Source: an optimization exercise on an open RTL-to-GDS flow (aim: small area, a short achievable clock period and few clock cycles per item). Production flows keep margins and buffers that such runs may drop. At most, simulation tests tie the RTL to the original design; equivalence was not proved. For runs 6 and 7, only the layout was checked, not whether the RTL still works. Power is estimated from default activity; no workload was simulated.

[flow/design.v]
module anim_stream_decoder #(
    parameter NPIX = 4096
) (
    input  wire       clk,
    input  wire       rst,
    input  wire       in_valid,
    output wire       in_ready,
    input  wire [7:0] in_data,
    input  wire       in_last,
    output wire       o_valid,
    input  wire       o_ready,
    output wire [1:0] o_kind,     
    output wire [7:0] o_data,
    output wire       o_keep      
);
    localparam PW = (NPIX > 255) ? $clog2(NPIX + 1) : 9;
    localparam K_HDR = 2'd0;
    localparam K_PAL = 2'd1;
    localparam K_PIX = 2'd2;
    localparam K_END = 2'd3;
    localparam E_OK        = 3'd0;
    localparam E_CONFIG    = 3'd1;
    localparam E_TRUNCATED = 3'd2;
    localparam E_FRAMING   = 3'd3;
    localparam E_TRAILING  = 3'd4;
    localparam S_HDR0 = 4'd0;    
    localparam S_HDR1 = 4'd1;    
    localparam S_HDR2 = 4'd2;    
    localparam S_PAL  = 4'd3;    
    localparam S_LIT  = 4'd4;    
    localparam S_DIFF = 4'd5;    
    localparam S_SAME = 4'd6;    
    localparam S_RHDR = 4'd7;    
    localparam S_FEND = 4'd8;    
    localparam S_CHKS = 4'd9;    
    localparam S_END  = 4'd11;   
    localparam S_CHKD = 4'd13;   
    localparam [PW-1:0] NPIXW = NPIX;
    localparam          NBIG  = (NPIX >= 256);
    localparam          NLAST = (NPIX == 1);
    reg [3:0]    state;
    reg [7:0]    q0, q1, q2;
    reg          v0, v1, v2;
    reg [2:0]    off;
    reg [3:0]    offb;
    reg          last_seen;     
    reg          rdy;
    reg [7:0]    frames;        
    reg          ivz;           
    reg [2:0]    bpp;           
    reg [2:0]    err;           
    reg [PW-1:0] left;          
    reg          lst_last;      
    reg          big;           
    reg [7:0]    run_left;      
    reg          run_last;      
    reg          ov;
    reg [1:0]    okind;
    reg [7:0]    odata;
    reg          okeep;
    assign o_valid  = ov;
    assign o_kind   = okind;
    assign o_data   = odata;
    assign o_keep   = okeep;
    assign in_ready = rdy;
    wire slot_free = !ov || o_ready;
    wire take      = in_valid && rdy;
    wire [15:0] win   = {q1, q0} >> off;
    wire [7:0]  f8    = win[7:0];
    wire [7:0]  pmask = 8'hff >> (4'd8 - {1'b0, bpp});
    wire        f8z   = (f8 == 8'd0);
    wire off0 = (off == 3'd0);
    wire av8  = v1 || (v0 && off0);
    wire avb  = v1 || (v0 && (!offb[3] || offb[2:0] == 3'd0));
    wire [6:0] rlen    = f8[7:1];
    wire [7:0] rn      = {rlen == 7'd0, rlen};
    wire       rn_last = (rlen == 7'd1);
    wire [PW-1:0] left_dec  = left - 1'b1;
    wire [7:0]    run_dec   = run_left - 8'd1;
    wire          overrun   = run_left > left[7:0];
    wire          cfg_bad   = frames == 8'd0 || ivz || f8z || f8[7:3] != 5'd0;
    wire          fifo_done = !v1 && !(v0 && off0);   
    wire st_hdr  = (state[3:2] == 2'b00) && (state[1:0] != 2'b11);
    wire st_byte = (state[3:2] == 2'b00);             
    wire st_pixb = (state[3:1] == 3'b010);            
    wire st_same = (state == S_SAME);
    wire st_rhdr = (state == S_RHDR);
    wire st_fend = (state == S_FEND);
    wire st_chk  = (state == S_CHKS) || (state == S_CHKD);
    wire st_end  = (state == S_END);
    wire can  = st_byte && av8 || st_pixb && avb || st_same || st_end && last_seen;
    wire emit = can && slot_free;
    wire hdr_same = st_same && run_last && big && av8;
    wire hdr_rhdr = st_rhdr && av8;
    wire pop = st_byte && av8 && slot_free ||
               st_pixb && avb && offb[3] && slot_free ||
               hdr_same && slot_free || hdr_rhdr ||
               st_fend && !off0;
    wire trunc = last_seen && (st_byte && !av8 || st_pixb && !avb || st_rhdr && !av8);
    wire ls_nxt = (st_end && slot_free && last_seen) ? 1'b0 :
                  take ? in_last : last_seen;
    wire v2_nxt = !st_end && (take && !pop ? v1 : !take && pop ? 1'b0 : v2);
    reg [3:0] nstate;
    always @(*) begin
        nstate = state;
        if (trunc) begin
            nstate = S_END;
        end else begin
            case (state)
                S_HDR0: if (emit) nstate = S_HDR1;
                S_HDR1: if (emit) nstate = S_HDR2;
                S_HDR2: if (emit) nstate = cfg_bad ? S_END : S_PAL;
                S_PAL:  if (emit && lst_last) nstate = S_LIT;
                S_LIT:  if (emit && lst_last) nstate = S_FEND;
                S_DIFF: if (emit && lst_last) nstate = S_FEND;
                        else if (emit && run_last) nstate = S_RHDR;
                S_SAME: if (emit && run_last)
                            nstate = (big && av8) ? (f8[0] ? S_DIFF : S_SAME) :
                                     lst_last ? S_FEND : S_RHDR;
                S_RHDR: if (av8) nstate = big ? (f8[0] ? S_DIFF : S_SAME) :
                                                (f8[0] ? S_CHKD : S_CHKS);
                S_CHKS, S_CHKD: nstate = overrun ? S_END : (state[2] ? S_DIFF : S_SAME);
                S_FEND: nstate = (frames == 8'd1) ? S_END : S_RHDR;
                S_END:  if (emit) nstate = S_HDR0;
                default: nstate = S_HDR0;
            endcase
        end
    end
    reg [2:0] err_nxt;
    always @(*) begin
        case (state)
            S_HDR2:         err_nxt = av8 ? E_CONFIG : E_TRUNCATED;
            S_CHKS, S_CHKD: err_nxt = E_FRAMING;
            S_FEND:         err_nxt = (last_seen && fifo_done) ? E_OK : E_TRAILING;
            default:        err_nxt = E_TRUNCATED;
        endcase
    end
    always @(posedge clk) begin
        if (rst) begin
            state     <= S_HDR0;
            v0        <= 1'b0;
            v1        <= 1'b0;
            v2        <= 1'b0;
            off       <= 3'd0;
            last_seen <= 1'b0;
            rdy       <= 1'b1;
            ov        <= 1'b0;
        end else begin
            state <= nstate;
            q0 <= (!v0 || (!v1 && pop)) ? in_data : pop ? q1 : q0;
            q1 <= (!v1 || (!v2 && pop)) ? in_data : pop ? q2 : q1;
            q2 <= (!v2 || pop) ? in_data : q2;
            if (st_end) begin
                v0 <= 1'b0;
                v1 <= 1'b0;
            end else if (take && !pop) begin
                v0 <= 1'b1;
                v1 <= v0;
            end else if (!take && pop) begin
                v0 <= v1;
                v1 <= v2;
            end
            v2        <= v2_nxt;
            last_seen <= ls_nxt;
            rdy       <= !ls_nxt && !v2_nxt;
            if (st_pixb && emit) begin
                off  <= offb[2:0];
                offb <= {1'b0, offb[2:0]} + {1'b0, bpp};
            end else if (st_fend || st_end) begin
                off  <= 3'd0;
                offb <= {1'b0, bpp};
            end else if (state == S_HDR2) begin
                offb <= {1'b0, f8[2:0]};
            end
            if (slot_free) begin
                ov    <= can;
                okind <= st_end ? K_END : st_same || st_pixb ? K_PIX :
                         state == S_PAL ? K_PAL : K_HDR;
                odata <= st_end ? {5'd0, err} : st_same ? 8'd0 :
                         st_pixb ? f8 & pmask : f8;
                okeep <= st_same;
            end
            if (state == S_HDR0)
                frames <= f8;
            else if (st_fend)
                frames <= frames - 8'd1;
            if (state == S_HDR1)
                ivz <= f8z;
            if (state == S_HDR2)
                bpp <= f8[2:0];
            if (!st_end)
                err <= err_nxt;
            if (state == S_HDR2) begin
                left     <= {{(PW-2){1'b0}}, 2'd3} << f8[2:0];
                lst_last <= 1'b0;
            end else if (emit && lst_last && state == S_PAL || st_fend) begin
                left     <= NPIXW;
                lst_last <= NLAST;
                big      <= NBIG;
            end else if (emit && !st_end && !st_hdr) begin
                left     <= left_dec;
                lst_last <= (left == {{(PW-2){1'b0}}, 2'd2});
                big      <= (left_dec[PW-1:8] != 0);
            end
            if (hdr_same && slot_free || hdr_rhdr) begin
                run_left <= rn;
                run_last <= rn_last;
            end else if (emit) begin
                run_left <= run_dec;
                run_last <= (run_left == 8'd2);
            end
        end
    end
endmodule
[flow/flow/run.sh]
#!/bin/bash
# The standard layout (the standard.sh: ORFS synthesis through finish),
# with one change: the buffers ORFS puts on the input and output ports are
# sky130_fd_sc_hd__buf_2 cells instead of the default delay-cell buffers.
# make's full output goes to flow_make.log in the work folder; each ORFS step
# also writes its own log under orfs/logs/.
set -euo pipefail
cd "$(dirname "${BASH_SOURCE[0]}")/.."
bash standard.sh "BUFFER_PORTS_ARGS=-buffer_cell sky130_fd_sc_hd__buf_2" finish > flow_make.log 2>&1
[flow/constraint.sdc]
create_clock -name core_clock -period 5.5 [get_ports {clk}]
set_input_delay 1.1000 -clock core_clock [delete_from_list [all_inputs] [get_ports {clk}]]
set_output_delay 1.1000 -clock core_clock [all_outputs]
set_load 0.01 [all_outputs]
[flow/standard.sh]
#!/bin/bash
# synth_recipe.tcl (not shown) runs the flow's synth.tcl, then flattens the netlist and writes it again
# the make line also repeats each setting of config.mk as NAME=value (left out here)
make -C /OpenROAD-flow-scripts/flow DESIGN_CONFIG=/design/flow/config.mk WORK_HOME=/design/flow/orfs CLKGATE_MAP_FILE= SYNTH_SCRIPT=/design/flow/synth_recipe.tcl "${@:-finish}"
[flow/config.mk]
export PLATFORM = sky130hd
export DESIGN_NAME = anim_stream_decoder
export DESIGN_NICKNAME = anim_stream_decoder
export VERILOG_FILES = /design/flow/design.v
export SDC_FILE = /design/flow/constraint.sdc
export NUM_CORES = 4
export LEC_CHECK = 0
export ABC_AREA = 1
export CAP_MARGIN = 20
export CORE_MARGIN = 2
export CORE_UTILIZATION = 60
export PLACE_DENSITY = 0.7
export SETUP_SLACK_MARGIN = 3.3
export SLEW_MARGIN = 20
==> qor.txt, run 1 <==
DP HPWL -> 9.96 mm
FF-to-FF setup slack -> 3390 ps
share of cells above drive strength 1 -> 18.5%
total power -> 3.06 mW
gpl congestion -> 0.901
clk buf depth -> 2
Hold Buf Count CTS -> 0
Detailed Route WL -> 13.7 mm
Die W -> 101 µm
Filler Cell Count -> 738
post-route setup TNS -> 0 ps
max_slew headroom -> 33.9%
number of global-route vias before repair -> 4460
DP Cell Count -> 824
Post-route DRC -> 0
Post-Syn Area -> 0.00563 mm²
reg-to-reg endpoint -> v1
multiplexer share of the synthesized area -> 0%
commonest non-fill, non-tap cell in the layout -> nand2_1
placed cell area -> 0.00586 mm²
simple-gate share of the synthesized area -> 23.6%
Post-Synth XOR/XNOR Area -> 3.11%
Pwr Density -> 469 mW/mm²
arrival time worst endpoint -> 2480 ps
Post-Layout Cell Count -> 866
worst hold path class -> reg2reg
endpoints failing setup -> 0
clk slew on worst S/H paths -> 90 ps
PortBufs -> 25
WP buf/inv -> 3
r2r worst-path depth -> 12
CP cell instances -> buf_6, nor2_4, nor2_4, nand3_4, a21oi_4, nor2_2, nand2_2, inv_4, ha_4, nor2_4, buf_6, a211oi_4, a211oi_2
Post-synth EDFFs -> 78
die height -> 101 µm
Ys Warns -> 1
main combinational cell family by area after synthesis -> simple AND/OR/NAND/NOR gates
Gate Count Post-Synth -> 700
area leader, netlist -> edfxtp_1
CTS root buffer -> clkbuf_8
grt ovf -> 0
Synth cell types -> 41
post-route ant nets -> 0
overall die area -> 0.0102 mm²
top post-synthesis cells by area -> edfxtp_1, nand2_1, inv_1, ha_1, o21ai_0
final instance area -> 0.00652 mm²
status -> no timing/DRC/antenna violations
CTS tree -> done
minimum clock period -> 2240 ps
CP delay by family, top -> simple AND/OR/NAND/NOR gates
CP startpoint -> o_ready
final hold vios -> 0
initial antenna violation count -> 0
IO Count -> 26
startpoint class of the critical path -> input pin
P&R area growth vs syn -> 16.0%
Compound-Gate Fraction of Synth Area -> 12.6%
cts bufs inserted -> 9
Static Leak -> 2.90 nW
starting density of the core -> 61.5%
Layout Nets -> 787
worst-path fanout max -> 3
RSZ-0062 raised after global routing -> yes
number of clock sinks -> 91
r2r startpoint -> state[0]
Main synth FF type -> edfxtp_1
fin crit share -> 40.7%
Max Clock Freq -> 0.447 GHz
worst-margin pin slew -> 988 ps
Max-Cap Viols -> 0
first-pass GRT wire length -> 21.7 mm
Critical Path End -> v1
htree depth -> 3
initial drt markers -> 351
final core utilization -> 71.3%
global-route usage over all layers -> 27.7%
DR WL met2 -> 6.64 mm
wl on met1 -> 6.20 mm
top routing layer in use -> met4
crit path capture type -> register
final slew viol count -> 0
Post-Synth Adder-Cell Area -> 5.47%
Synth Register Bits -> 91
worst-skew pair later-pin latency -> 370 ps
row count -> 35
Peak VDD IR -> 0.000303 V
hold_sp -> state[2]
Yosys top cell area share -> 41.6%
n_diodes -> 0
Synth Net Count -> 737
syn_area_per_cell -> 8.04 µm²
wire length per cell -> 15.8 µm
Vias -> 4856
Layout Skew -> 15.5 ps
CP max stage delay -> 220 ps
CP most frequent cell -> nor2_4
worst setup path class -> in2reg
Routed met3 length -> 656 µm
Worst Path Required -> 5750 ps
largest net degree at the start of global routing -> 18
core area -> 0.00915 mm²
most frequent cells in the layout -> nand2_1, inv_1, edfxtp_1
drt first pass iters -> 7
async set-reset flop share out of synthesis -> 0%
vias per cell -> 5.61
CP max-delay cell -> a211oi_4
sequential share of the synthesized area -> 46.3%
critical path depth -> 13
-- power by group --
group	switching [mW]	internal, mW
clock network	0.257	0.261
registers	0.139	1.03
logic	0.889	0.482
-- state kept, by name, summed over array words and instances (netlist names), 2 cells and up --
| register | count |
|---|---|
| okind | 2 |
| state | 4 |
| err | 3 |
| q1 | 8 |
| run_left | 8 |
| offb | 4 |
| q0 | 8 |
| off | 3 |
| frames | 8 |
| left | 13 |
| odata | 8 |
| q2 | 8 |
| bpp | 3 |
-- cells in the mapped netlist (2+ instances only) --
cell type,count
nor2_4,3
a21oi_1,28
ha_1,23
clkinv_1,3
dfxtp_1,13
clkbuf_1,8
inv_2,4
nand2_2,5
o31ai_1,2
o21ai_0,57
a211oi_1,4
a22oi_1,3
o21ai_2,4
o21ai_1,4
xor2_1,11
nand2_1,171
a31oi_1,2
nand4_1,7
nor2_1,76
nor2_2,2
nor3_1,10
edfxtp_1,78
o22ai_1,7
xnor2_1,9
buf_6,2
o21ai_4,2
nand3_1,40
inv_1,107
o211ai_1,3
-- cells by family after synthesis --
logic type                 after synthesis
xor gates and xnor gates                20
AOI/OAI and AO/OA                      121
DFF                                     91
and+or+nand+nor                        317
adders and majority gates               24
buffers and inverters                  127
-- routing by layer --
| metal | vias up | GRT usage (%) |
|---|---|---|
| met3 | 16 | 5.34 |
| met5 | - | 0 |
| li1 | 2408 | - |
| met2 | 155 | 45.2 |
| met1 | 2277 | 38.2 |
| met4 | 0 | 6.85 |
-- metrics by stage --
step                hold slack (ps)  setup WS [ps]
finish                          529           3260
CTS                             528           3270
floorplan                       500           2960
global placement                541           2490
global route                    558           3190
detailed placement              557           2430
-- area by class of cell --
cell class	count	area (µm²)	area share [%]
inverters	115	459	7.04
well taps	111	139	2.13
multi-input cells	483	2710	41.5
clock buffers	10	128	1.96
clock inverters	6	95.1	1.46
flip-flops and latches	91	2630	40.3
repair buffers	49	363	5.56
repair inverters	1	6.26	0.0959
-- worst min path at each step --
stage	to	slack, ps	depth (start not counted)
final	state[2]	530	2
after global routing	state[2]	560	2
after CTS	state[2]	530	2
after detailed placement	odata[0]	560	2
after global placement	state[2]	540	2
after floorplan	odata[0]	500	2
-- repair_timing --
action | CTS | global route
cloned | 0 | 2
pin swaps | 9 | 15
buffers inserted | 10 | 14
endpoints found under the setup margin | 112 | 106
resized for setup | 26 | 45
-- worst register-to-register path, delay by kind of cell (launching register included) --
family | cells | cell delay [ps]
simple gates | 5 | 720
compound gates | 3 | 460
flops | 1 | 370
buf+inv | 3 | 300
fa+ha+maj | 1 | 180
Testbench counts, summed over its fixed seeds: cycles 265,670, pixels 262,144.
==> run 2: changes to the inputs <==
--- a/flow/config.mk
+++ b/flow/config.mk
@@ -9,6 +9,6 @@
 export CAP_MARGIN = 20
 export CORE_MARGIN = 2
 export CORE_UTILIZATION = 60
-export PLACE_DENSITY = 0.7
+export PLACE_DENSITY = 0.85
 export SETUP_SLACK_MARGIN = 3.3
 export SLEW_MARGIN = 20
==> run 2 against run 1 <==
  * Synthesized cell count stayed put
  * Sequential share of layout area hardly changed
  * Worst hold slack worse by 4.4 ps
  * Register-to-register slack worse by 100 ps
  * Power is 0.34% lower
  * First-iteration DRC count is 21% higher
  * Clock skew is 1.4 ps lower
  * Wire length is 4.9% higher
==> qor.txt, run 2 <==
clk slew on worst S/H paths -> 100 ps (about the same)
IO Count -> 26 (unchanged)
Gate Count Post-Synth -> 700 (unchanged)
Max Clock Freq -> 0.452 GHz (+1.1%)
arrival time worst endpoint -> 2300 ps (-180 ps)
CP most frequent cell -> nor2_1
RSZ-0062 raised after global routing -> yes
post-route ant nets -> 0 (unchanged)
wire length per cell -> 16.6 µm (+4.8%)
commonest non-fill, non-tap cell in the layout -> nand2_1
DP Cell Count -> 824 (unchanged)
DP HPWL -> 10.0 mm (+0.59%)
area leader, netlist -> edfxtp_1
DP Worst Slack -> 2450 ps (+17.9 ps)
top post-synthesis cells by area -> edfxtp_1, nand2_1, inv_1, ha_1, o21ai_0
busiest layer in global routing -> met2
Die W -> 101 µm (unchanged)
core area -> 0.00915 mm² (unchanged)
Synth Net Count -> 737 (unchanged)
hold_sp -> state[2]
row count -> 35 (unchanged)
Post-Syn Area -> 0.00563 mm² (unchanged)
fin crit share -> 40.2% (-0.44 points)
largest reg by FF count -> left
endpoints failing setup -> 0 (unchanged)
first-pass GRT wire length -> 22.2 mm (+2.3%)
number of clock sinks -> 91 (unchanged)
n_diodes -> 0 (unchanged)
Vias -> 5077 (+4.6%)
share of cells above drive strength 1 -> 20.0% (+1.4 points)
most frequent cell after synthesis -> nand2_1
status -> no timing/DRC/antenna violations
Max-Cap Viols -> 0 (unchanged)
worst-skew pair later-pin latency -> 380 ps (about the same)
syn_area_per_cell -> 8.04 µm² (unchanged)
GR met1 Demand/Resource -> 36.8% (-1.4 points)
Post-synth EDFFs -> 78 (unchanged)
minimum clock period -> 2210 ps (-24.4 ps)
worst hold path class -> reg2reg
most frequent cells in the layout -> nand2_1, inv_1, edfxtp_1
Yosys top cell area share -> 41.6% (unchanged)
worst-path fanout max -> 12 (+9)
clk buf depth -> 2 (unchanged)
Ys Warns -> 1 (unchanged)
Layout Nets -> 788 (+0.13%)
Synth Register Bits -> 91 (unchanged)
async set-reset flop share out of synthesis -> 0% (unchanged)
max_slew headroom -> 36.3% (+2.4 points)
grt ovf -> 0 (unchanged)
worst setup path class -> reg2reg
GR Util met2 -> 46.7% (+1.5 points)
CP delay by family, top -> simple AND/OR/NAND/NOR gates
final slew viol count -> 0 (unchanged)
Worst Path Required -> 5590 ps (-160 ps)
final worst slack -> 3290 ps (+24.4 ps)
largest net degree at the start of global routing -> 18 (unchanged)
htree depth -> 3 (unchanged)
CTS root buffer -> clkbuf_8
CTS tree -> done
Synth cell types -> 41 (unchanged)
CP max stage delay -> 590 ps (+370 ps)
worst-margin pin slew -> 953 ps (-35.9 ps)
crit path capture type -> register
Pwr Density -> 468 mW/mm² (-0.27%)
Post-Layout Cell Count -> 867 (+0.12%)
overall die area -> 0.0102 mm² (unchanged)
initial antenna violation count -> 0 (unchanged)
drt first pass iters -> 6 (-1)
WP buf/inv -> 1 (-2)
sequential share of the synthesized area -> 46.3% (unchanged)
final hold vios -> 0 (unchanged)
Layout Skew -> 14.1 ps (-1.42 ps)
commonest cells in the netlist -> nand2_1, inv_1, edfxtp_1, nor2_1, o21ai_0
Peak VDD IR -> 0.000312 V (+3.1%)
global-route usage over all layers -> 28.1% (+0.44 points)
number of global-route vias before repair -> 4670 (+4.7%)
Post-route DRC -> 0 (unchanged)
CP cell instances -> nor2_1, nand2_1, nor2_1, nor2_4, bufinv_8
Static Leak -> 2.89 nW (-0.35%)
Hold Buf Count CTS -> 0 (unchanged)
die height -> 101 µm (unchanged)
startpoint class of the critical path -> register
CP startpoint -> state[3]
PortBufs -> 25 (unchanged)
Main synth FF type -> edfxtp_1
cts bufs inserted -> 9 (unchanged)
vias per cell -> 5.86 (+4.4%)
Detailed Route WL -> 14.4 mm (+4.9%)
r2r startpoint -> state[3]
post-route setup TNS -> 0 ps (unchanged)
P&R area growth vs syn -> 15.9% (about the same)
CP max-delay cell -> nor2_1
GR Util met3 -> 4.02% (-1.3 points)
gpl congestion -> 0.961 (+6.6%)
max reg flops -> 13 (unchanged)
starting density of the core -> 61.5% (unchanged)
initial drt markers -> 424 (+21%)
-- run 2: what timing repair did --
action | 4_1_cts | 5_1_grt
setup endpoints to repair | 112 | 83
buffers inserted | 8 | 18
gates cloned | 0 | 1
gates resized for setup | 33 | 48
pin swaps | 6 | 22
-- run 2: metrics by stage --
stage               instance area, µm²  utilization, %  hold slack (ps)  total power [mW]
CTS                               6230            68.1              514              2.87
finish                            6520            71.2              525              3.05
global route                      6520            71.2              535              3.25
detailed placement                5860            64.0              539              2.35
floorplan                         5670               -              500              2.04
global placement                  5860            64.0              538              2.29
-- run 2: layout make-up --
cell class,instances,area [µm²]
timing repair buffer,51,358
sequential,91,2630
clock inverter,6,57.6
inverter,115,470
timing repair inverter,1,5.00
fill,653,2630
multi-input combinational,482,2740
tap,111,139
clock buffer,10,128
-- run 2: path summary, 6_finish.rpt --
check | to | slack [ps] | cells after the start
max | left[11] | 3290 | 5
min | state[2] | 520 | 2
max reg2reg | left[11] | 3290 | 5
min reg2reg | state[2] | 520 | 2
-- run 2: kinds of logic (layout without fill, tap and decap cells) --
group,Yosys count,count (layout),share of synthesized area [%]
simple gates,317,317,23.6
buf+inv,127,183,8.92
compound gates,121,121,12.6
flops,91,91,46.3
fa+ha+maj,24,24,5.47
xor+xnor,20,20,3.11
-- run 2: worst reg2reg max path, stage by stage, from the launching register on --
cell	delay, ps
dfxtp_4	400
nor2_1	220
nand2_1	410
nor2_1	600
nor2_4	80
bufinv_8	230
-- run 2: power by group --
group          switching (mW)  internal (mW)  total (mW)
clock network           0.266          0.176       0.442
logic                   0.918          0.512        1.43
registers               0.145           1.03        1.18
-- run 2: layer usage --
layer / routed length (µm) / vias to the layer above
met4: 455 / 0
met1: 5570 / 2310
met3: 1370 / 59
met2: 6960 / 297
met5: 0 / -
li1: - / 2411
==> run 3: changes to the inputs <==
--- a/flow/config.mk
+++ b/flow/config.mk
@@ -9,6 +9,5 @@
 export CAP_MARGIN = 20
 export CORE_MARGIN = 2
 export CORE_UTILIZATION = 60
-export PLACE_DENSITY = 0.85
 export SETUP_SLACK_MARGIN = 3.3
 export SLEW_MARGIN = 20
==> run 3 against run 2 <==
  * Wire length is 4.4% lower
  * Sequential power barely moved
  * Critical endpoint is now left[2]
  * Die area unchanged
  * Flip-flop and latch count did not move
  * Worst hold slack better by 2.6 ps
  * Largest power group unchanged
  * Fmax up 2.4%
  * Sequential share of layout area grew 0.11 points
  * Synthesized area unchanged
  * Synthesized cell count is the same
  * Register-to-register slack improved by 50 ps
  * Highest routed layer unchanged
  * Non-clock buffer count did not move
  * Power grew 0.35%
  * Largest cell class unchanged
==> qor.txt, run 3 <==
status -> no timing/DRC/antenna violations
vias per cell -> 5.57 (-5.0%)
crit path capture type -> register
arrival time worst endpoint -> 2260 ps (-40 ps)
Static Leak -> 2.88 nW (-0.22%)
largest net degree at the start of global routing -> 18 (unchanged)
worst hold path class -> reg2reg
gpl congestion -> 0.927 (-3.5%)
endpoints failing setup -> 0 (unchanged)
initial drt markers -> 401 (-5.4%)
Main synth FF type -> edfxtp_1
WP buf/inv -> 2 (+1)
RSZ-0062 raised after global routing -> yes
Post-Syn Area -> 0.00563 mm² (unchanged)
fin crit share -> 39.3% (-0.95 points)
n_diodes -> 0 (unchanged)
commonest cells in the netlist -> nand2_1, inv_1, edfxtp_1, nor2_1, o21ai_0
Peak VDD IR -> 0.000254 V (-19%)
drt first pass iters -> 6 (unchanged)
final hold vios -> 0 (unchanged)
area leader, netlist -> edfxtp_1
P&R area growth vs syn -> 15.6%
number of global-route vias before repair -> 4597 (-1.6%)
die height -> 101 µm (unchanged)
row count -> 35 (unchanged)
Layout Skew -> 15.9 ps (+1.83 ps)
clk slew on worst S/H paths -> 100 ps (about the same)
post-route setup TNS -> 0 ps (unchanged)
DP HPWL -> 9.90 mm (-1.2%)
CTS root buffer -> clkbuf_8
Pwr Density -> 471 mW/mm² (+0.62%)
worst-skew pair later-pin latency -> 380 ps (about the same)
CTS tree -> done
total power -> 3.06 mW (+0.35%)
hold path cells -> 2 (unchanged)
most frequent cells in the layout -> nand2_1, inv_1, edfxtp_1
worst hold slack -> 527 ps (+2.60 ps)
r2r worst-path depth -> 6 (+1)
Post-route DRC -> 0 (unchanged)
global-route usage over all layers -> 27.9% (-0.25 points)
worst-margin pin slew -> 701 ps (-251 ps)
number of clock sinks -> 91 (unchanged)
worst setup path class -> reg2reg
first-pass GRT wire length -> 21.8 mm (-1.7%)
IO Count -> 26 (unchanged)
Vias -> 4825 (-5.0%)
Synth cell types -> 41 (unchanged)
Max Clock Freq -> 0.463 GHz (+2.4%)
post-route ant nets -> 0 (unchanged)
starting density of the core -> 61.5% (unchanged)
startpoint class of the critical path -> register
critical path depth -> 6 (+1)
minimum clock period -> 2160 ps (-52.4 ps)
PortBufs -> 25 (unchanged)
CP cell instances -> nor2_1, nand2_1, nor2_1, nor2_4, buf_4, inv_6
cts bufs inserted -> 9 (unchanged)
max reg flops -> 13 (unchanged)
Synth Net Count -> 737 (unchanged)
final slew viol count -> 0 (unchanged)
Synth Register Bits -> 91 (unchanged)
htree depth -> 3 (unchanged)
overall die area -> 0.0102 mm² (unchanged)
CP delay by family, top -> simple AND/OR/NAND/NOR gates
Max-Cap Viols -> 0 (unchanged)
largest reg by FF count -> left
syn_area_per_cell -> 8.04 µm² (unchanged)
worst-path fanout max -> 12 (unchanged)
Die W -> 101 µm (unchanged)
grt ovf -> 0 (unchanged)
CP max stage delay -> 500 ps (-90 ps)
initial antenna violation count -> 0 (unchanged)
Worst Path Required -> 5600 ps (about the same)
Hold Buf Count CTS -> 0 (unchanged)
Ys Warns -> 1 (unchanged)
Layout Nets -> 788 (unchanged)
core area -> 0.00915 mm² (unchanged)
clk buf depth -> 2 (unchanged)
CP max-delay cell -> nor2_1
sequential share of the synthesized area -> 46.3% (unchanged)
CP most frequent cell -> nor2_1
Detailed Route WL -> 13.7 mm (-4.4%)
most frequent cell after synthesis -> nand2_1
wire length per cell -> 15.8 µm (-4.4%)
commonest non-fill, non-tap cell in the layout -> nand2_1
Post-synth EDFFs -> 78 (unchanged)
max_slew headroom -> 53.1% (+17 points)
Gate Count Post-Synth -> 700 (unchanged)
Yosys top cell area share -> 41.6% (unchanged)
async set-reset flop share out of synthesis -> 0% (unchanged)
share of cells above drive strength 1 -> 19.2% (-0.79 points)
top post-synthesis cells by area -> edfxtp_1, nand2_1, inv_1, ha_1, o21ai_0
-- run 3: cell counts after synthesis --
Identical to the previous run, type by type.
-- run 3: logic make-up after synthesis --
| logic type | count (synthesis) | share of synthesized area (%) |
|---|---|---|
| fa+ha+maj | 24 | 5.47 |
| compound gates | 121 | 12.6 |
| flops | 91 | 46.3 |
| buf+inv | 127 | 8.92 |
| xor+xnor | 20 | 3.11 |
| simple gates | 317 | 23.6 |
-- run 3: path summary, 6_finish.rpt --
check,endpoint,start,slack (ps)
setup / recovery,left[2],state[3],3340
setup reg to reg,left[2],state[3],3340
hold / removal,state[2],state[2],530
hold reg to reg,state[2],state[2],530
-- run 3: power breakdown --
group | internal [mW] | switching, mW
Clock | 0.261 | 0.257
Sequential | 1.03 | 0.140
Combinational | 0.486 | 0.883
-- run 3: area by class of cell --
cell class,instances,area (µm²)
Sequential cell,91,2630
Multi-Input combinational cell,482,2680
Tap cell,111,139
Inverter,115,465
Timing Repair Buffer,51,362
Clock inverter,6,95.1
Clock buffer,10,128
Fill cell,752,2650
Timing Repair inverter,1,8.76
-- run 3: repair_timing --
| action | in CTS | in global routing |
|---|---|---|
| gates resized for setup | 39 | 29 |
| pin swaps | 8 | 12 |
| buffers inserted | 13 | 13 |
| gates cloned | 1 | 0 |
| setup endpoints to repair | 123 | 72 |
-- run 3: per-layer routing --
layer,track usage [%],part of all wire [%],vias up
li1,-,-,2409
met1,37.8,44,2220
met2,44.9,47,169
met3,3.81,5.7,27
met4,12.2,2.3,0
met5,0,0,-
-- run 3: worst register-to-register path, stage by stage (launching register included) --
cell     delay, ps
dfxtp_4        400
nor2_1         260
nand2_1        400
nor2_1         500
nor2_4          70
buf_4          170
inv_6           80
-- run 3: metrics by stage --
step,area [µm²],setup slack [ps],std cells,utilization [%]
6_report,6500,3340,867,71.0
5_1_grt,6500,3210,867,71.0
4_1_cts,6310,3300,854,68.9
3_5_place_dp,5860,2410,824,64.0
3_3_place_gp,5860,2490,824,64.0
2_1_floorplan,5670,2960,700,-
==> run 4: changes to the inputs <==
--- a/flow/config.mk
+++ b/flow/config.mk
@@ -9,5 +9,5 @@
 export CAP_MARGIN = 20
 export CORE_MARGIN = 2
 export CORE_UTILIZATION = 60
-export SETUP_SLACK_MARGIN = 3.3
+export SETUP_SLACK_MARGIN = 3.35
 export SLEW_MARGIN = 20
==> run 4 against run 3 <==
  * Still clean on timing, DRC and antenna
  * Register-to-register slack improved by 20 ps
  * First-iteration DRC count rose by 1.5%
  * Worst setup slack got worse by 45 ps
  * Non-clock buffer count rose by 8
  * Die area did not move
  * Design area rose by 2.2%
  * Core utilization rose by 1.6 points
  * Clock power fell by 15%
  * Power rose by 0.49%
  * Synthesized area did not move
  * Critical endpoint is now q1[6]
==> qor.txt, run 4 <==
largest reg by FF count -> left
sequential share of the synthesized area -> 46.3% (unchanged)
wire length per cell -> 16.4 µm (+3.4%)
CTS root buffer -> clkbuf_8
clk slew on worst S/H paths -> 100 ps (about the same)
gpl congestion -> 0.938 (+1.1%)
core area -> 0.00915 mm² (unchanged)
first-pass GRT wire length -> 21.8 mm (-0.16%)
starting density of the core -> 61.5% (unchanged)
endpoints failing setup -> 0 (unchanged)
RSZ-0062 raised after global routing -> yes
status -> no timing/DRC/antenna violations
minimum clock period -> 2210 ps (+45.3 ps)
Layout Nets -> 796 (+1.0%)
max reg flops -> 13 (unchanged)
Ys Warns -> 1 (unchanged)
commonest non-fill, non-tap cell in the layout -> nand2_1
Detailed Route WL -> 14.3 mm (+4.4%)
number of clock sinks -> 91 (unchanged)
P&R area growth vs syn -> 18.1%
final hold vios -> 0 (unchanged)
largest net degree at the start of global routing -> 18 (unchanged)
vias per cell -> 5.73 (+2.9%)
placed cell area -> 0.00586 mm² (unchanged)
post-route ant nets -> 0 (unchanged)
r2r worst-path depth -> 11 (+5)
clk buf depth -> 2 (unchanged)
top post-synthesis cells by area -> edfxtp_1, nand2_1, inv_1, ha_1, o21ai_0
final slew viol count -> 0 (unchanged)
Yosys top cell area share -> 41.6% (unchanged)
Peak VDD IR -> 0.000300 V (+18%)
Synth cell types -> 41 (unchanged)
most frequent cells in the layout -> nand2_1, inv_1, edfxtp_1
FF-to-FF setup slack -> 3360 ps (+20 ps)
Filler Cell Count -> 697 (-7.3%)
Synth Register Bits -> 91 (unchanged)
die height -> 101 µm (unchanged)
number of global-route vias before repair -> 4507 (-2.0%)
most frequent cell after synthesis -> nand2_1
grt ovf -> 0 (unchanged)
Pwr Density -> 463 mW/mm² (-1.7%)
worst hold path class -> reg2reg
worst-skew pair later-pin latency -> 370 ps (about the same)
Vias -> 5012 (+3.9%)
Post-route DRC -> 0 (unchanged)
worst-margin pin slew -> 773 ps (+71.7 ps)
initial drt markers -> 407 (+1.5%)
Static Leak -> 2.93 nW (+1.6%)
post-route setup TNS -> 0 ps (unchanged)
htree depth -> 3 (unchanged)
async set-reset flop share out of synthesis -> 0% (unchanged)
Worst Path Required -> 5640 ps (+40 ps)
worst-path fanout max -> 8 (-4)
drt first pass iters -> 5 (-1)
commonest cells in the netlist -> nand2_1, inv_1, edfxtp_1, nor2_1, o21ai_0
startpoint class of the critical path -> input pin
Post-Syn Area -> 0.00563 mm² (unchanged)
worst setup path class -> in2reg
Layout Skew -> 10.9 ps (-4.94 ps)
Post-synth EDFFs -> 78 (unchanged)
Post-Layout Cell Count -> 875 (+0.92%)
Max Clock Freq -> 0.453 GHz (-2.1%)
DP Worst Slack -> 2430 ps (+22.5 ps)
Max-Cap Viols -> 0 (unchanged)
Main synth FF type -> edfxtp_1
PortBufs -> 25 (unchanged)
share of cells above drive strength 1 -> 22.4% (+3.2 points)
CTS tree -> done
overall die area -> 0.0102 mm² (unchanged)
IO Count -> 26 (unchanged)
initial antenna violation count -> 0 (unchanged)
DP Cell Count -> 824 (unchanged)
cts bufs inserted -> 9 (unchanged)
Die W -> 101 µm (unchanged)
max_slew headroom -> 48.3% (-4.8 points)
crit path capture type -> register
worst hold slack -> 522 ps (-5.34 ps)
arrival time worst endpoint -> 2350 ps (+90 ps)
global-route usage over all layers -> 27.8% (-0.12 points)
DP HPWL -> 10.1 mm (+1.7%)
Synth Net Count -> 737 (unchanged)
Gate Count Post-Synth -> 700 (unchanged)
fin crit share -> 40.1% (+0.82 points)
hold path cells -> 2 (unchanged)
n_diodes -> 0 (unchanged)
area leader, netlist -> edfxtp_1
total power -> 3.08 mW (+0.49%)
final worst slack -> 3290 ps (-45.3 ps)
final core utilization -> 72.6% (+1.6 points)
row count -> 35 (unchanged)
syn_area_per_cell -> 8.04 µm² (unchanged)
final instance area -> 0.00665 mm² (+2.2%)
run 4: cell counts after synthesis:
Identical to the previous run, type by type.
run 4: worst max-delay path: stages:
cell	delay, ps
buf_6	70
nor2_4	40
nor2_4	140
nand3_4	90
a21oi_4	200
nor2_4	50
nand2_4	110
inv_6	60
o21ai_4	220
clkbuf_16	210
o21ai_2	50
run 4: cell type report:
type                    instances  area, µm²  area share [%]
clock buffers                   9        124            1.86
clock inverters                 7       58.8           0.885
inverters                     115        465            7.00
multi-input cells             482       2790            42.0
flip-flops and latches         91       2630            39.5
well taps                     111        139            2.09
repair buffers                 59        435            6.55
repair inverters                1       6.26          0.0941
run 4: what timing repair did:
| action | CTS | global route |
|---|---|---|
| hold buffers | 0 | 0 |
| pin swaps | 11 | 22 |
| resized for setup | 37 | 64 |
| gates cloned | 0 | 2 |
| hold endpoints to repair | 0 | 0 |
| buffers inserted | 13 | 20 |
| setup endpoints to repair | 126 | 87 |
run 4: path summary, 6_finish.rpt:
check	endpoint	startpoint
max	q1[6]	o_ready
min	state[2]	state[2]
max reg2reg	q1[6]	state[0]
min reg2reg	state[2]	state[2]
run 4: report_power, final:
group / leakage, nW / total, mW / internal [mW] / switching (mW)
clock: 0.0925 / 0.439 / 0.172 / 0.267
combinational: 1.98 / 1.46 / 0.532 / 0.931
sequential: 0.852 / 1.17 / 1.03 / 0.140
run 4: layer usage:
metal	up-vias	global-route usage (%)	routed length (µm)
met5	-	0	0
met4	0	8.85	428
met3	44	5.06	857
met2	216	45.9	6910
met1	2316	37.1	6130
li1	2436	-	-
run 4: kinds of logic (layout without fill, tap and decap cells):
group                    Yosys count  in the layout  share of synthesized area (%)
buffers and inverters            127            191                           8.92
AND/OR/NAND/NOR                  317            317                           23.6
XOR/XNOR                          20             20                           3.11
flip-flops                        91             91                           46.3
adder cells (fa/ha/maj)           24             24                           5.47
AO/OA/AOI/OAI                    121            121                           12.6
==> run 5: changes to the inputs <==
--- a/flow/config.mk
+++ b/flow/config.mk
@@ -9,5 +9,5 @@
 export CAP_MARGIN = 20
 export CORE_MARGIN = 2
 export CORE_UTILIZATION = 60
-export SETUP_SLACK_MARGIN = 3.35
+export SETUP_SLACK_MARGIN = 3.25
 export SLEW_MARGIN = 20
==> run 5 against run 4 <==
  * Still clean on timing, DRC and antenna
  * Synthesized cell count is the same
  * Cell count shrank 0.69%
  * Sequential share of layout area grew 0.90 points
  * Worst hold slack gained 5.4 ps
  * Count of clock-buffer cells in the layout grew 1
  * Critical path depth grew 2
  * Via count shrank 2.8%
  * Clock power grew 4%
  * Fmax shrank 4.2%
==> qor.txt, run 5 <==
grt ovf -> 0 (unchanged)
number of global-route vias before repair -> 4537 (+0.67%)
clk slew on worst S/H paths -> 90 ps (about the same)
worst hold path class -> reg2reg
n_diodes -> 0 (unchanged)
wire length per cell -> 16.0 µm (-2.2%)
global-route usage over all layers -> 27.8% (+0.032 points)
IO Count -> 26 (unchanged)
starting density of the core -> 61.5% (unchanged)
drt first pass iters -> 5 (unchanged)
largest net degree at the start of global routing -> 18 (unchanged)
RSZ-0062 raised after global routing -> yes
PortBufs -> 25 (unchanged)
Layout Skew -> 11.3 ps (+0.319 ps)
sequential share of the synthesized area -> 46.3% (unchanged)
worst-path fanout max -> 10 (+2)
arrival time worst endpoint -> 2390 ps (+40 ps)
Vias -> 4870 (-2.8%)
Filler Cell Count -> 727 (+4.3%)
Max-Cap Viols -> 0 (unchanged)
final hold vios -> 0 (unchanged)
post-route setup TNS -> 0 ps (unchanged)
Post-synth EDFFs -> 78 (unchanged)
overall die area -> 0.0102 mm² (unchanged)
Post-route DRC -> 0 (unchanged)
post-route ant nets -> 0 (unchanged)
CP cell instances -> nor2_1, nand3_1, nand2_2, a21oi_1, nand2_2, nand3_4, inv_2, nand2_2, nand2_4, o21ai_2, inv_2, nor2_4, clkinvlp_4
Main synth FF type -> edfxtp_1
Ys Warns -> 1 (unchanged)
fin crit share -> 41.9% (+1.8 points)
CTS tree -> done
Gate Count Post-Synth -> 700 (unchanged)
vias per cell -> 5.60 (-2.2%)
first-pass GRT wire length -> 22.0 mm (+0.89%)
Synth Net Count -> 737 (unchanged)
commonest non-fill, non-tap cell in the layout -> nand2_1
endpoints failing setup -> 0 (unchanged)
status -> no timing/DRC/antenna violations
final instance area -> 0.00648 mm² (-2.5%)
worst setup path class -> reg2reg
minimum clock period -> 2300 ps (+96.6 ps)
Worst Path Required -> 5580 ps (-60 ps)
CP delay by family, top -> simple AND/OR/NAND/NOR gates
Synth Register Bits -> 91 (unchanged)
Layout Nets -> 791 (-0.63%)
worst-skew pair later-pin latency -> 360 ps (about the same)
Die W -> 101 µm (unchanged)
Hold Buf Count CTS -> 0 (unchanged)
crit path capture type -> register
syn_area_per_cell -> 8.04 µm² (unchanged)
async set-reset flop share out of synthesis -> 0% (unchanged)
CP max-delay cell -> dfxtp_2
most frequent cells in the layout -> nand2_1, inv_1, edfxtp_1
Static Leak -> 2.87 nW (-1.8%)
initial drt markers -> 399 (-2.0%)
share of cells above drive strength 1 -> 18.2% (-4.2 points)
largest reg by FF count -> left
Max Clock Freq -> 0.434 GHz (-4.2%)
max reg flops -> 13 (unchanged)
DP HPWL -> 9.99 mm (-0.71%)
placed cell area -> 0.00586 mm² (unchanged)
max_slew headroom -> 35.7% (-13 points)
initial antenna violation count -> 0 (unchanged)
CP max stage delay -> 450 ps (+230 ps)
area leader, netlist -> edfxtp_1
CTS root buffer -> clkbuf_8
commonest cells in the netlist -> nand2_1, inv_1, edfxtp_1, nor2_1, o21ai_0
P&R area growth vs syn -> 15.2%
row count -> 35 (unchanged)
WP buf/inv -> 3 (unchanged)
final slew viol count -> 0 (unchanged)
top post-synthesis cells by area -> edfxtp_1, nand2_1, inv_1, ha_1, o21ai_0
startpoint class of the critical path -> register
most frequent cell after synthesis -> nand2_1
cts bufs inserted -> 9 (unchanged)
CP most frequent cell -> nand2_2
die height -> 101 µm (unchanged)
clk buf depth -> 2 (unchanged)
number of clock sinks -> 91 (unchanged)
core area -> 0.00915 mm² (unchanged)
Pwr Density -> 465 mW/mm² (+0.46%)
worst-margin pin slew -> 962 ps (+189 ps)
gpl congestion -> 0.965 (+2.9%)
Yosys top cell area share -> 41.6% (unchanged)
htree depth -> 3 (unchanged)
Peak VDD IR -> 0.000291 V (-3.0%)
Detailed Route WL -> 13.9 mm (-2.9%)
Post-Syn Area -> 0.00563 mm² (unchanged)
Synth cell types -> 41 (unchanged)
## run 5: layout make-up
type                       count  area [µm²]  area share (%)
multi-input combinational    482        2670            41.2
timing repair buffer          54         397            6.12
inverter                     115         459            7.09
clock buffer                  10         128            1.97
sequential                    91        2620            40.4
clock inverter                 5        62.6           0.965
tap                          111         139            2.14
timing repair inverter         1        7.51           0.116
## run 5: metrics by stage
| step | std cells | hold WS (ps) | power [mW] | setup slack (ps) | util, % |
|---|---|---|---|---|---|
| floorplan | 700 | 500 | 2.04 | 2960 | - |
| global placement | 824 | 542 | 2.31 | 2500 | 64.0 |
| detailed placement | 824 | 546 | 2.35 | 2370 | 64.0 |
| CTS | 848 | 523 | 2.86 | 3230 | 67.8 |
| global route | 869 | 565 | 3.22 | 3070 | 70.8 |
| finish | 869 | 527 | 3.01 | 3200 | 70.8 |
## run 5: path summary, 6_finish.rpt
path / start / to / slack (ps) / cells past startpoint
min reg2reg: state[2] / state[2] / 530 / 2
max: off[2] / left[3] / 3200 / 13
min: state[2] / state[2] / 530 / 2
max reg2reg: off[2] / left[3] / 3200 / 13
## run 5: worst reg2reg max path: cells and delay by family, from the launching register on
kind | cells | cell delay (ps)
AND/OR/NAND/NOR | 8 | 840
buffers and inverters | 3 | 320
flip-flops | 1 | 450
AO/OA/AOI/OAI | 2 | 420
## run 5: power breakdown
group	total [mW]	leakage [nW]	internal (mW)	switching [mW]
Combinational	1.39	1.93	0.490	0.895
Clock	0.457	0.0894	0.211	0.246
Sequential	1.17	0.851	1.03	0.139
## run 5: what timing repair did
action	in CTS	in global routing
buffers inserted	8	21
gates cloned	1	0
pin swaps	4	18
endpoints found under the setup margin	111	79
resized for setup	26	30
## run 5: per-layer routing
layer	vias up	wire length, µm	GRT usage (%)
met4	0	389	9.80
met1	2221	6020	36.3
met5	-	0	0
met2	195	6590	46.8
li1	2418	-	-
met3	36	900	4.79
## run 5: cells by family after synthesis
logic type / count (synthesis) / synth area share, %
AO/OA/AOI/OAI: 121 / 12.6
buffers and inverters: 127 / 8.92
AND/OR/NAND/NOR: 317 / 23.6
flip-flops: 91 / 46.3
XOR/XNOR: 20 / 3.11
adder cells (fa/ha/maj): 24 / 5.47
==> run 6: changes to the inputs <==
--- a/flow/design.v
+++ b/flow/design.v
@@ -190,14 +190,14 @@
                 bpp <= f8[2:0];
             if (!st_end)
                 err <= err_nxt;
-            if (state == S_HDR2) begin
+            if (st_hdr) begin
                 left     <= {{(PW-2){1'b0}}, 2'd3} << f8[2:0];
                 lst_last <= 1'b0;
             end else if (emit && lst_last && state == S_PAL || st_fend) begin
                 left     <= NPIXW;
                 lst_last <= NLAST;
                 big      <= NBIG;
-            end else if (emit && !st_end && !st_hdr) begin
+            end else if (emit) begin
                 left     <= left_dec;
                 lst_last <= (left == {{(PW-2){1'b0}}, 2'd2});
                 big      <= (left_dec[PW-1:8] != 0);
--- a/flow/config.mk
+++ b/flow/config.mk
@@ -9,5 +9,5 @@
 export CAP_MARGIN = 20
 export CORE_MARGIN = 2
 export CORE_UTILIZATION = 60
-export SETUP_SLACK_MARGIN = 3.25
+export SETUP_SLACK_MARGIN = 3.3
 export SLEW_MARGIN = 20
==> run 6 against run 5 <==
  * Synthesized cell count fell by 2.3%
  * Sequential power rose by 7%
  * Global-route usage fell by 0.37 points
  * Sequential share of layout area fell by 0.76 points
  * Flip-flop and latch count did not move
  * Still clean on timing, DRC and antenna
  * First-iteration DRC count fell by 16%
  * Die area barely moved
  * Clock skew rose by 2.4 ps
  * Power rose by 14%
  * Count of clock-buffer cells in the layout fell by 1
  * Non-clock buffer count rose by 10
==> qor.txt, run 6 <==
CTS root buffer -> clkbuf_8
largest net degree at the start of global routing -> 19 (+1)
post-route ant nets -> 0 (unchanged)
Die W -> 101 µm (about the same)
commonest non-fill, non-tap cell in the layout -> nand2_1
Static Leak -> 2.87 nW (-0.25%)
RSZ-0062 raised after global routing -> yes
crit path capture type -> register
share of cells above drive strength 1 -> 21.3% (+3.1 points)
Vias -> 4928 (+1.2%)
arrival time worst endpoint -> 2270 ps (-120 ps)
endpoints failing setup -> 0 (unchanged)
max_slew headroom -> 49.0% (+13 points)
Peak VDD IR -> 0.000415 V (+42%)
Max Clock Freq -> 0.464 GHz (+6.9%)
hold path cells -> 2 (unchanged)
Hold Path End -> q1[1]
worst hold slack -> 580 ps (+52.6 ps)
gpl congestion -> 0.946 (-2.0%)
initial antenna violation count -> 0 (unchanged)
grt ovf -> 0 (unchanged)
final slew viol count -> 0 (unchanged)
Synth Net Count -> 721 (-2.2%)
worst-path fanout max -> 8 (-2)
IO Count -> 26 (unchanged)
largest reg by FF count -> left
P&R area growth vs syn -> 17.1%
Ys Warns -> 1 (unchanged)
CP most frequent cell -> inv_2
Pwr Density -> 522 mW/mm² (+12%)
PortBufs -> 25 (unchanged)
CP max stage delay -> 190 ps (-260 ps)
final hold vios -> 0 (unchanged)
overall die area -> 0.0102 mm² (about the same)
Layout Skew -> 13.7 ps (+2.44 ps)
DP Cell Count -> 807 (-2.1%)
async set-reset flop share out of synthesis -> 0% (unchanged)
cts bufs inserted -> 9 (unchanged)
Post-Syn Area -> 0.00562 mm² (about the same)
Max-Cap Viols -> 0 (unchanged)
worst setup path class -> in2reg
CP delay by family, top -> buffers and inverters
vias per cell -> 5.72 (+2.0%)
status -> no timing/DRC/antenna violations
Worst Path Required -> 5620 ps (+40 ps)
Synth cell types -> 45 (+9.8%)
FF-to-FF setup slack -> 3350 ps (+150 ps)
first-pass GRT wire length -> 21.6 mm (-1.9%)
worst hold path class -> reg2reg
CP cell instances -> buf_6, nor2_4, inv_2, nand2_1, o21ai_2, inv_2, nand2_4, buf_4, o21ai_0, inv_2
WP buf/inv -> 5 (+2)
reg-to-reg endpoint -> big
sequential share of the synthesized area -> 46.3% (about the same)
global-route usage over all layers -> 27.4% (-0.37 points)
most frequent cells in the layout -> nand2_1, inv_1, edfxtp_1
Post-synth EDFFs -> 78 (unchanged)
starting density of the core -> 61.4% (about the same)
r2r startpoint -> off[0]
die height -> 101 µm (about the same)
wire length per cell -> 16.1 µm (+0.65%)
Yosys top cell area share -> 41.7% (about the same)
syn_area_per_cell -> 8.22 µm² (+2.3%)
row count -> 35 (unchanged)
minimum clock period -> 2150 ps (-149 ps)
area leader, netlist -> edfxtp_1
Hold Buf Count CTS -> 0 (unchanged)
worst-margin pin slew -> 762 ps (-200 ps)
most frequent cell after synthesis -> nand2_1
commonest cells in the netlist -> nand2_1, inv_1, edfxtp_1, nor2_1, o21ai_0
Layout Nets -> 783 (-1.0%)
DP HPWL -> 10.1 mm (+0.94%)
drt first pass iters -> 5 (unchanged)
startpoint class of the critical path -> input pin
number of clock sinks -> 91 (unchanged)
n_diodes -> 0 (unchanged)
CP max-delay cell -> o21ai_0
hold_sp -> q2[1]
max reg flops -> 13 (unchanged)
r2r worst-path depth -> 12 (-1)
Gate Count Post-Synth -> 684 (-2.3%)
number of global-route vias before repair -> 4390 (-3.2%)
worst-skew pair later-pin latency -> 380 ps (+20 ps)
top post-synthesis cells by area -> edfxtp_1, nand2_1, inv_1, ha_1, dfxtp_1
Post-route DRC -> 0 (unchanged)
initial drt markers -> 336 (-16%)
Synth Register Bits -> 91 (unchanged)
fin crit share -> 39.2% (-2.7 points)
Main synth FF type -> edfxtp_1
Post-Layout Cell Count -> 862 (-0.81%)
post-route setup TNS -> 0 ps (unchanged)
clk buf depth -> 2 (unchanged)
htree depth -> 3 (unchanged)
CTS tree -> done
Detailed Route WL -> 13.9 mm (-0.16%)
clk slew on worst S/H paths -> 90 ps (about the same)
core area -> 0.00915 mm² (unchanged)
[run 6: cell types whose count changed in the layout (fill, tap and decap cells not counted), moves of 6 or more]
| cell | before | now |
|---|---|---|
| a21oi_1 | 26 | 20 |
| nand3_1 | 39 | 47 |
| buf_4 | 24 | 32 |
| nand2_1 | 165 | 153 |
| inv_1 | 95 | 87 |
| nor2_1 | 69 | 53 |
[run 6: cells by family (layout without fill, tap and decap cells)]
group / Yosys count / after routing / share of synthesized area, %
AO/OA/AOI/OAI: 122 / 122 / 12.9
XOR/XNOR: 19 / 19 / 2.96
adder cells (fa/ha/maj): 24 / 24 / 5.48
buffers and inverters: 122 / 189 / 8.77
flip-flops: 91 / 91 / 46.3
AND/OR/NAND/NOR: 306 / 306 / 23.6
[run 6: report_power, final]
| part | internal [mW] | switching (mW) |
|---|---|---|
| sequential | 1.07 | 0.180 |
| clock | 0.176 | 0.275 |
| combinational | 0.660 | 1.08 |
| total | 1.91 | 1.53 |
[run 6: layout make-up]
| class | count | area (µm²) |
|---|---|---|
| clock inverters | 7 | 67.6 |
| fillers | 713 | 2570 |
| repair buffers | 64 | 479 |
| multi-input cells | 471 | 2730 |
| inverters | 109 | 430 |
| flip-flops and latches | 91 | 2610 |
| clock buffers | 9 | 124 |
| well taps | 111 | 139 |
[run 6: tightest hold or removal path, cell delays in order, from the launching register on]
cell	delay, ps
edfxtp_1	330
inv_1	40
o21ai_1	110
[run 6: how the worst max path moves through the flow]
stage          depth (start not counted)        to    start
3_3_place_gp                          11     q0[5]  o_ready
4_1_cts                               18  state[3]   off[0]
2_1_floorplan                         10     q0[0]  o_ready
5_1_grt                               19  state[3]   off[0]
3_5_place_dp                          11     q0[5]  o_ready
6_report                              10     q1[0]  o_ready
[run 6: metal layers]
layer / wire length, µm / vias up / GRT usage (%)
met5: 0 / - / 0
met4: 380 / 0 / 9.38
met3: 998 / 40 / 5.41
met2: 6280 / 199 / 41.3
met1: 6220 / 2268 / 39.7
li1: - / 2421 / -
[run 6: through the flow]
step	setup slack (ps)	total power [mW]	util [%]	cell area, µm²
2_1_floorplan	3070	2.31	-	5660
3_3_place_gp	2500	2.64	63.8	5840
3_5_place_dp	2440	2.68	63.8	5840
4_1_cts	3250	3.19	67.6	6190
5_1_grt	3180	3.68	71.9	6580
6_report	3350	3.44	71.9	6580
[run 6: what timing repair did]
item,4_1_cts,5_1_grt
setup buffers,11,28
resized for setup,18,47
endpoints found under the setup margin,100,90
pin swaps,6,18
==> run 7: changes to the inputs <==
--- a/flow/design.v
+++ b/flow/design.v
@@ -44,7 +44,6 @@
     reg [2:0]    off;
     reg [3:0]    offb;
     reg          last_seen;     
-    reg          rdy;
     reg [7:0]    frames;        
     reg          ivz;           
     reg [2:0]    bpp;           
@@ -62,6 +61,7 @@
     assign o_kind   = okind;
     assign o_data   = odata;
     assign o_keep   = okeep;
+    wire   rdy      = !last_seen && !v2;
     assign in_ready = rdy;
     wire slot_free = !ov || o_ready;
     wire take      = in_valid && rdy;
@@ -143,7 +143,6 @@
             v2        <= 1'b0;
             off       <= 3'd0;
             last_seen <= 1'b0;
-            rdy       <= 1'b1;
             ov        <= 1'b0;
         end else begin
             state <= nstate;
@@ -162,7 +161,6 @@
             end
             v2        <= v2_nxt;
             last_seen <= ls_nxt;
-            rdy       <= !ls_nxt && !v2_nxt;
             if (st_pixb && emit) begin
                 off  <= offb[2:0];
                 offb <= {1'b0, offb[2:0]} + {1'b0, bpp};
==> run 7 against run 6 <==
  * Synthesized cell count up 1.5%
  * Wire length rose by 4.4%
  * Cell count up 0.58%
  * Count of clock-buffer cells in the layout stayed put
  * Sequential power decreased by 4%
  * Register-to-register slack got worse by 60 ps
  * Global-route usage grew 0.64 points
  * First-iteration DRC count increased by 54%
  * Combinational power is 7% lower
  * Non-clock buffer count shrank 6
  * Flip-flop and latch count is 1 lower
  * Fmax is 3.2% lower
  * Largest cell class unchanged
==> qor.txt, run 7 <==
post-route setup TNS -> 0 ps (unchanged)
DP HPWL -> 10.1 mm (+0.26%)
die height -> 100 µm (-0.40%)
Synth Net Count -> 731 (+1.4%)
n_diodes -> 0 (unchanged)
Post-Layout Cell Count -> 867 (+0.58%)
number of global-route vias before repair -> 4609 (+5.0%)
worst-path fanout max -> 6 (-2)
fin crit share -> 40.5% (+1.3 points)
Static Leak -> 2.91 nW (+1.6%)
Synth Register Bits -> 90 (-1.1%)
startpoint class of the critical path -> input pin
starting density of the core -> 61.2% (-0.21 points)
syn_area_per_cell -> 8.03 µm² (-2.3%)
core area -> 0.00911 mm² (-0.48%)
status -> no timing/DRC/antenna violations
Yosys top cell area share -> 42.0% (+0.35 points)
DP Cell Count -> 818 (+1.4%)
Post-route DRC -> 0 (unchanged)
r2r startpoint -> off[0]
simple-gate share of the synthesized area -> 23.6% (+0.039 points)
row count -> 35 (unchanged)
minimum clock period -> 2230 ps (+72.0 ps)
GR Util met2 -> 46.0% (+4.7 points)
main combinational cell family by area after synthesis -> simple AND/OR/NAND/NOR gates
WP buf/inv -> 2 (-3)
CTS root buffer -> clkbuf_8
Layout Nets -> 788 (+0.64%)
Compound-Gate Fraction of Synth Area -> 12.3% (-0.66 points)
most frequent cell after synthesis -> nand2_1
RSZ-0062 raised after global routing -> yes
max reg flops -> 13 (unchanged)
worst-skew pair later-pin latency -> 360 ps (-20 ps)
clk buf depth -> 2 (unchanged)
Post-Syn Area -> 0.00558 mm² (-0.82%)
IO Count -> 26 (unchanged)
cts bufs inserted -> 9 (unchanged)
total power -> 3.26 mW (-5.3%)
post-route ant nets -> 0 (unchanged)
Post-Synth Adder-Cell Area -> 5.52% (+0.045 points)
Synth cell types -> 39 (-13%)
commonest cells in the netlist -> nand2_1, inv_1, edfxtp_1, nor2_1, o21ai_0
worst hold path class -> reg2reg
hold_sp -> err[0]
Gate Count Post-Synth -> 694 (+1.5%)
gpl congestion -> 0.897 (-5.2%)
multiplexer share of the synthesized area -> 0.180% (+0.18 points)
Pwr Density -> 489 mW/mm² (-6.4%)
overall die area -> 0.0101 mm² (-0.79%)
Post-synth EDFFs -> 78 (unchanged)
DP Worst Slack -> 2610 ps (+179 ps)
global-route usage over all layers -> 28.1% (+0.64 points)
Peak VDD IR -> 0.000283 V (-32%)
Main synth FF type -> edfxtp_1
CTS tree -> done
endpoints failing setup -> 0 (unchanged)
Vias -> 5018 (+1.8%)
CP most frequent cell -> nor2_4
crit path capture type -> register
worst hold slack -> 556 ps (-23.7 ps)
CP max-delay cell -> ha_4
first-pass GRT wire length -> 22.0 mm (+1.9%)
PortBufs -> 25 (unchanged)
final slew viol count -> 0 (unchanged)
largest net degree at the start of global routing -> 21 (+2)
Ys Warns -> 1 (unchanged)
GR Util met3 -> 3.48% (-1.9 points)
initial antenna violation count -> 0 (unchanged)
most frequent cells in the layout -> nand2_1, inv_1, edfxtp_1
busiest layer in global routing -> met2
CP delay by family, top -> simple AND/OR/NAND/NOR gates
worst setup path class -> in2reg
htree depth -> 3 (unchanged)
vias per cell -> 5.79 (+1.2%)
share of cells above drive strength 1 -> 24.1% (+2.8 points)
Post-Synth XOR/XNOR Area -> 3.30% (+0.34 points)
CP cell instances -> buf_6, nor2_4, nor2_4, nand3_2, a21oi_4, nor2_2, nand2_2, buf_12, ha_4, a211oi_4, a211oi_2
final hold vios -> 0 (unchanged)
top post-synthesis cells by area -> edfxtp_1, nand2_1, inv_1, ha_1, nor2_1
CP startpoint -> o_ready
sequential share of the synthesized area -> 46.3% (about the same)
Die W -> 100 µm (-0.40%)
async set-reset flop share out of synthesis -> 0% (unchanged)
Max-Cap Viols -> 0 (unchanged)
commonest non-fill, non-tap cell in the layout -> nand2_1
wire length per cell -> 16.7 µm (+3.8%)
initial drt markers -> 517 (+54%)
number of clock sinks -> 90 (-1.1%)
grt ovf -> 0 (unchanged)
Layout Skew -> 11.1 ps (-2.63 ps)
GR met1 Demand/Resource -> 38.2% (-1.5 points)
max_slew headroom -> 34.3% (-15 points)
drt first pass iters -> 8 (+3)
area leader, netlist -> edfxtp_1
clk slew on worst S/H paths -> 100 ps (about the same)
CP max stage delay -> 290 ps (+100 ps)
largest reg by FF count -> left
final worst slack -> 3270 ps (-72.0 ps)
worst-margin pin slew -> 981 ps (+220 ps)
P&R area growth vs syn -> 19.4%
Worst Path Required -> 5780 ps (+160 ps)
Max Clock Freq -> 0.449 GHz (-3.2%)
Detailed Route WL -> 14.5 mm (+4.4%)
arrival time worst endpoint -> 2510 ps (+240 ps)
[run 7: layout make-up]
class | instances | area [µm²]
inverter | 113 | 434
fill | 700 | 2450
clock inverter | 7 | 60.1
timing repair buffer | 58 | 468
multi-input combinational | 479 | 2830
tap | 111 | 139
clock buffer | 9 | 124
sequential | 90 | 2600
[run 7: per-layer routing]
layer / part of all wire (%) / vias up
met5: 0 / -
met1: 42 / 2341
li1: - / 2416
met3: 7.0 / 37
met2: 49 / 224
met4: 2.4 / 0
[run 7: worst min-delay path: stages (launching register included)]
cell and delay (ps):
edfxtp_1 340, nand2_1 50, o21ai_0 60
[run 7: metrics by stage]
stage | area [µm²] | utilization (%)
final | 6660 | 73.1
after detailed placement | 5810 | 63.8
after floorplan | 5610 | -
after global placement | 5810 | 63.8
after global routing | 6660 | 73.1
after CTS | 6250 | 68.6
[run 7: kinds of logic after synthesis]
| kind of cell | count (synthesis) |
|---|---|
| xor gates and xnor gates | 21 |
| buffers and inverters | 125 |
| DFF | 90 |
| muxes | 1 |
| adders and majority gates | 24 |
| AOI/OAI and AO/OA | 117 |
| and+or+nand+nor | 316 |
[run 7: repair_timing]
item | 4_1_cts | 5_1_grt
hold buffers | 0 | 0
setup buffers | 17 | 14
setup endpoints to repair | 104 | 104
gates cloned | 0 | 2
pin swaps | 9 | 18
gates resized for setup | 29 | 71
[run 7: path summary, 6_finish.rpt]
kind                   end  slack (ps)  cells past startpoint
hold / removal    odata[0]         560                      2
setup reg to reg  state[3]        3290                     15
hold reg to reg   odata[0]         560                      2
setup / recovery        v1        3270                     11
[run 7: power by group]
group | internal, mW | total (mW) | switching (mW)
Sequential | 1.04 | 1.20 | 0.158
Combinational | 0.613 | 1.62 | 1.01
Clock | 0.173 | 0.441 | 0.268

==> re-timing with driven ports <==
The results above use ideal ports. As a check the final layouts listed here were re-extracted and re-timed, cells and wires unchanged.
Step 1: set_driving_cell puts a clkbuf_16 on clk and a buf_2 on each other input, an assumption about the parent block.
Step 2 adds t to the input delays and takes it off the output delays; t is the mean of the earliest and latest rising clock arrival at the registers after step 1. Input paths then give back, and output paths get back, about the clock's delay inside the block.
Three values: ideal, step 1, step 2; two values: the first two.
run | t (ns) | setup WS [ns] | latest minus earliest clock arrival (ns) | slew at the worst register clock pin (ns)
run 1 | 0.394 | 3.263 / 3.264 / 2.870 | 0.016 / 0.016 | 0.10 / 0.10
run 2 | 0.408 | 3.287 / 3.287 / 2.890 | 0.019 / 0.018 | 0.11 / 0.11
run 3 | 0.403 | 3.340 / 3.340 / 2.961 | 0.016 / 0.016 | 0.10 / 0.10
run 4 | 0.401 | 3.294 / 3.290 / 2.889 | 0.011 / 0.011 | 0.10 / 0.10
run 5 | 0.389 | 3.198 / 3.198 / 2.813 | 0.012 / 0.011 | 0.10 / 0.10
run 6 | 0.404 | 3.347 / 3.350 / 2.946 | 0.015 / 0.014 | 0.11 / 0.11
run 7 | 0.391 | 3.275 / 3.272 / 2.882 | 0.011 / 0.011 | 0.10 / 0.10
After both steps setup and hold are still met in every run listed. The setup slack of run 4, which loses most, moves by -0.004 ns with the drivers and by -0.405 ns with both steps.
